Background: an optimization exercise with open tools, aiming at small area, a short achievable clock period and few clock cycles per item. Do not read the settings as production practice.

==> module bit_encoder, before the edit <==
module bit_encoder (
    input  wire        clk,
    input  wire        rst,         
    input  wire        cmd_valid,
    output wire        cmd_ready,
    input  wire [31:0] cmd_data,
    output wire        out_valid,
    input  wire        out_ready,
    output wire [7:0]  out_data,
    output wire [15:0] status,
    output wire        err
);
    localparam [1:0] CAUSE_BAD_OP    = 2'd1;
    localparam [1:0] CAUSE_RSVD_NZ   = 2'd2;
    localparam [1:0] CAUSE_BAD_WIDTH = 2'd3;
    reg [7:1]  pb;
    reg [2:0]  pn;
    reg        err_q;
    reg [1:0]  ecause;
    reg        trunc;
    reg [7:0]  ob0;
    reg [7:0]  ob1;
    reg        ov;
    reg        ov2;
    wire [7:0] pb8 = {pb, 1'b0};
    wire [1:0]  op    = cmd_data[31:30];
    wire [4:0]  width = cmd_data[20:16];
    wire [15:0] value = cmd_data[15:0];
    wire rsvd_nz   = |cmd_data[29:21];
    wire low_nz    = |cmd_data[20:0];
    wire width_bad = (width == 5'd0) || (width > 5'd16);
    wire is_flush  = (op == 2'b01) && !rsvd_nz && !low_nz;
    wire is_encode = (op == 2'b00) && !rsvd_nz && !width_bad;
    wire [1:0] cause = op[1]                 ? CAUSE_BAD_OP :
                       (op[0] || rsvd_nz)    ? CAUSE_RSVD_NZ :
                                               CAUSE_BAD_WIDTH;
    wire       g0     = pn[0] & width[0];
    wire       p1     = pn[1] ^ width[1];
    wire       c1     = (pn[1] & width[1]) | (p1 & g0);
    wire       p2     = pn[2] ^ width[2];
    wire       c2     = (pn[2] & width[2]) | (p2 & c1);
    wire [2:0] pn_new = {p2 ^ c1, p1 ^ g0, pn[0] ^ width[0]};
    wire       nb0    = width[4] | width[3] | c2;      
    wire       nb2    = width[4] | (width[3] & c2);
    wire       nb_lane1 = !width[4] && (width[3] ^ c2);
    wire [23:0] ys0 = pn_new[0] ? {1'b0, value, 7'd0} : {value, 8'd0};
    wire [23:0] ys1 = pn_new[1] ? {2'b0, ys0[23:2]}  : ys0;
    wire [23:0] y   = pn_new[2] ? {4'b0, ys1[23:4]}  : ys1;
    wire [7:0]  lane  = nb2 ? y[23:16] : nb_lane1 ? y[15:8] : y[7:0];
    wire [7:0]  pmask = 8'hFF >> pn;
    wire [7:0]  top   = pb8 | (lane & pmask);
    wire [7:0]  byte1 = y[15:8];
    wire [7:0]  pb_lo = y[7:0];
    wire [7:0]  pb_nx = nb0 ? pb_lo : top;
    wire value_trunc = 1'b0;
    assign cmd_ready = !ov2 && (!ov || out_ready);
    wire   accept    = cmd_valid && cmd_ready;
    assign out_valid = ov;
    assign out_data  = ob0;
    always @(posedge clk) begin
        if (rst) begin
            ob0 <= 8'd0;
            ob1 <= 8'd0;
        end else begin
            if (!ov || out_ready)
                ob0 <= ov2 ? ob1 : top;
            if (!ov2)
                ob1 <= byte1;
        end
    end
    always @(posedge clk) begin
        if (rst) begin
            pb     <= 7'd0;
            pn     <= 3'd0;
            err_q  <= 1'b0;
            ecause <= 2'd0;
            trunc  <= 1'b0;
            ov     <= 1'b0;
            ov2    <= 1'b0;
        end else if (accept) begin
            ov  <= (is_encode && nb0) || (is_flush && pn != 3'd0);
            ov2 <= is_encode && nb2;
            if (is_encode) begin
                pb  <= pb_nx[7:1];
                pn  <= pn_new;
                if (value_trunc)
                    trunc <= 1'b1;
            end else if (is_flush) begin
                pb  <= 7'd0;
                pn  <= 3'd0;
            end else if (!err_q) begin
                err_q  <= 1'b1;
                ecause <= cause;
            end
        end else if (ov && out_ready) begin
            ov  <= ov2;
            ov2 <= 1'b0;
        end
    end
    assign status = {1'b0, trunc, ecause, err_q, pn, pb8};
    assign err    = err_q;
endmodule
clock: 6.0 ns
lec_check: 0
abc_area: 1
cap_margin: 20
core_margin: 2
core_utilization: 40
place_density: 0.6
setup_slack_margin: 3.05
slew_margin: 20
standard.sh (not shown) runs the stock make flow with config.mk's settings and CLKGATE_MAP_FILE= SYNTH_SCRIPT=/design/flow/synth_recipe.tcl, a recipe that flattens the netlist after the stock synthesis.
==> flow/flow/run.sh <==
#!/bin/bash
# Standard ORFS layout (the standard.sh) with these changes:
#  - the port buffers are made from the smallest buffer cell
#    (sky130_fd_sc_hd__buf_1) instead of buffer_ports' default choice;
#    timing repair still resizes them where the paths need it;
#  - synthesis leaves adders as plain gates for abc (ADDER_MAP_FILE empty)
#    rather than extracting them into fa/ha cells;
#  - clock tree synthesis adds no dummy load cells.
# Registers, their names and the synthesis script are otherwise unchanged.
set -uo pipefail
export BUFFER_PORTS_ARGS="-buffer_cell sky130_fd_sc_hd__buf_1"
export CTS_ARGS="-sink_clustering_enable -repair_clock_nets -dont_use_dummy_load -sink_clustering_size 40 -buf_list {sky130_fd_sc_hd__clkbuf_2 sky130_fd_sc_hd__clkbuf_4}"
bash standard.sh ADDER_MAP_FILE= finish > standard_flow.log 2>&1
status=$?
cp -r orfs/logs/sky130hd/bit_encoder/base orfs_logs 2>/dev/null
exit $status
Then changed:
--- a/flow/design.v
+++ b/flow/design.v
@@ -29,32 +29,37 @@
     wire rsvd_nz   = |cmd_data[29:21];
     wire low_nz    = |cmd_data[20:0];
     wire width_bad = (width == 5'd0) || (width > 5'd16);
     wire is_flush  = (op == 2'b01) && !rsvd_nz && !low_nz;
     wire is_encode = (op == 2'b00) && !rsvd_nz && !width_bad;
+    wire legal     = is_flush || is_encode;
+    wire [2:0]  pn_fill = 3'd0 - pn;
+    wire [4:0]  w_eff   = {width[4:3], width[2:0] | (pn_fill & {3{op[0]}})};
     wire [1:0] cause = op[1]                 ? CAUSE_BAD_OP :
                        (op[0] || rsvd_nz)    ? CAUSE_RSVD_NZ :
                                                CAUSE_BAD_WIDTH;
-    wire       g0     = pn[0] & width[0];
-    wire       p1     = pn[1] ^ width[1];
-    wire       c1     = (pn[1] & width[1]) | (p1 & g0);
-    wire       p2     = pn[2] ^ width[2];
-    wire       c2     = (pn[2] & width[2]) | (p2 & c1);
-    wire [2:0] pn_new = {p2 ^ c1, p1 ^ g0, pn[0] ^ width[0]};
-    wire       nb0    = width[4] | width[3] | c2;      
-    wire       nb2    = width[4] | (width[3] & c2);
-    wire       nb_lane1 = !width[4] && (width[3] ^ c2);
+    wire       g0     = pn[0] & w_eff[0];
+    wire       p1     = pn[1] ^ w_eff[1];
+    wire       c1     = (pn[1] & w_eff[1]) | (p1 & g0);
+    wire       p2     = pn[2] ^ w_eff[2];
+    wire       c2     = (pn[2] & w_eff[2]) | (p2 & c1);
+    wire [2:0] pn_new = {p2 ^ c1, p1 ^ g0, pn[0] ^ w_eff[0]};
+    wire       nb0    = w_eff[4] | w_eff[3] | c2;      
+    wire       nb2    = w_eff[4] | (w_eff[3] & c2);
+    wire       nb_lane1 = !w_eff[4] && (w_eff[3] ^ c2);
     wire [23:0] ys0 = pn_new[0] ? {1'b0, value, 7'd0} : {value, 8'd0};
     wire [23:0] ys1 = pn_new[1] ? {2'b0, ys0[23:2]}  : ys0;
     wire [23:0] y   = pn_new[2] ? {4'b0, ys1[23:4]}  : ys1;
     wire [7:0]  lane  = nb2 ? y[23:16] : nb_lane1 ? y[15:8] : y[7:0];
     wire [7:0]  pmask = 8'hFF >> pn;
     wire [7:0]  top   = pb8 | (lane & pmask);
     wire [7:0]  byte1 = y[15:8];
     wire [7:0]  pb_lo = y[7:0];
     wire [7:0]  pb_nx = nb0 ? pb_lo : top;
-    wire value_trunc = 1'b0;
+    wire value_trunc = (|(lane & ~pmask))
+                     | (!nb0 && (|y[15:8]))
+                     | (!nb2 && (|y[23:16]));
     assign cmd_ready = !ov2 && (!ov || out_ready);
     wire   accept    = cmd_valid && cmd_ready;
     assign out_valid = ov;
     assign out_data  = ob0;
     always @(posedge clk) begin
@@ -76,20 +81,17 @@
             ecause <= 2'd0;
             trunc  <= 1'b0;
             ov     <= 1'b0;
             ov2    <= 1'b0;
         end else if (accept) begin
-            ov  <= (is_encode && nb0) || (is_flush && pn != 3'd0);
-            ov2 <= is_encode && nb2;
-            if (is_encode) begin
+            ov  <= legal && nb0;
+            ov2 <= legal && nb2;
+            if (legal) begin
                 pb  <= pb_nx[7:1];
                 pn  <= pn_new;
                 if (value_trunc)
                     trunc <= 1'b1;
-            end else if (is_flush) begin
-                pb  <= 7'd0;
-                pn  <= 3'd0;
             end else if (!err_q) begin
                 err_q  <= 1'b1;
                 ecause <= cause;
             end
         end else if (ov && out_ready) begin
After rerunning: Area after synthesis climbs by 16%. Global-route usage climbs by 1.0 points. Core utilization climbs by 9.0 points. Routed wire length climbs by 37%. Worst setup slack is worse by 0.019 ns. Count of clock-buffer cells in the layout is unchanged. Cell area climbs by 38%. Cell count climbs by 21%.
No run of this note included a check of the RTL's function; only the layout flow was run.

[port drivers added, routing unchanged]
The results above use ideal ports. As a check the final layouts listed here were re-extracted and re-timed, cells and wires unchanged.
Step 1 assumes that a clkbuf_16 drives the clock port and a buf_2 every other input.
Step 2 adds t to the input delays and takes it off the output delays; t is the mean of the earliest and latest rising clock arrival at the registers after step 1. Input paths then give back, and output paths get back, about the clock's delay inside the block.
Slacks: ideal ports / drivers / drivers and shift; pairs: ideal ports / drivers.
run	t (ns)	setup slack, ns	hold WS [ns]	worst setup path at the end	worst data-port slew with drivers (ns)
the first run	0.343	3.124 / 3.104 / 2.905	0.479 / 0.479 / 0.479	input to register	0.03
the second run	0.347	3.105 / 3.086 / 2.739	0.475 / 0.475 / 0.475	input to register	0.06
After both steps setup and hold are still met in every run listed. The setup slack of the second run, which loses most, moves by -0.019 ns with the drivers and by -0.366 ns with both steps.
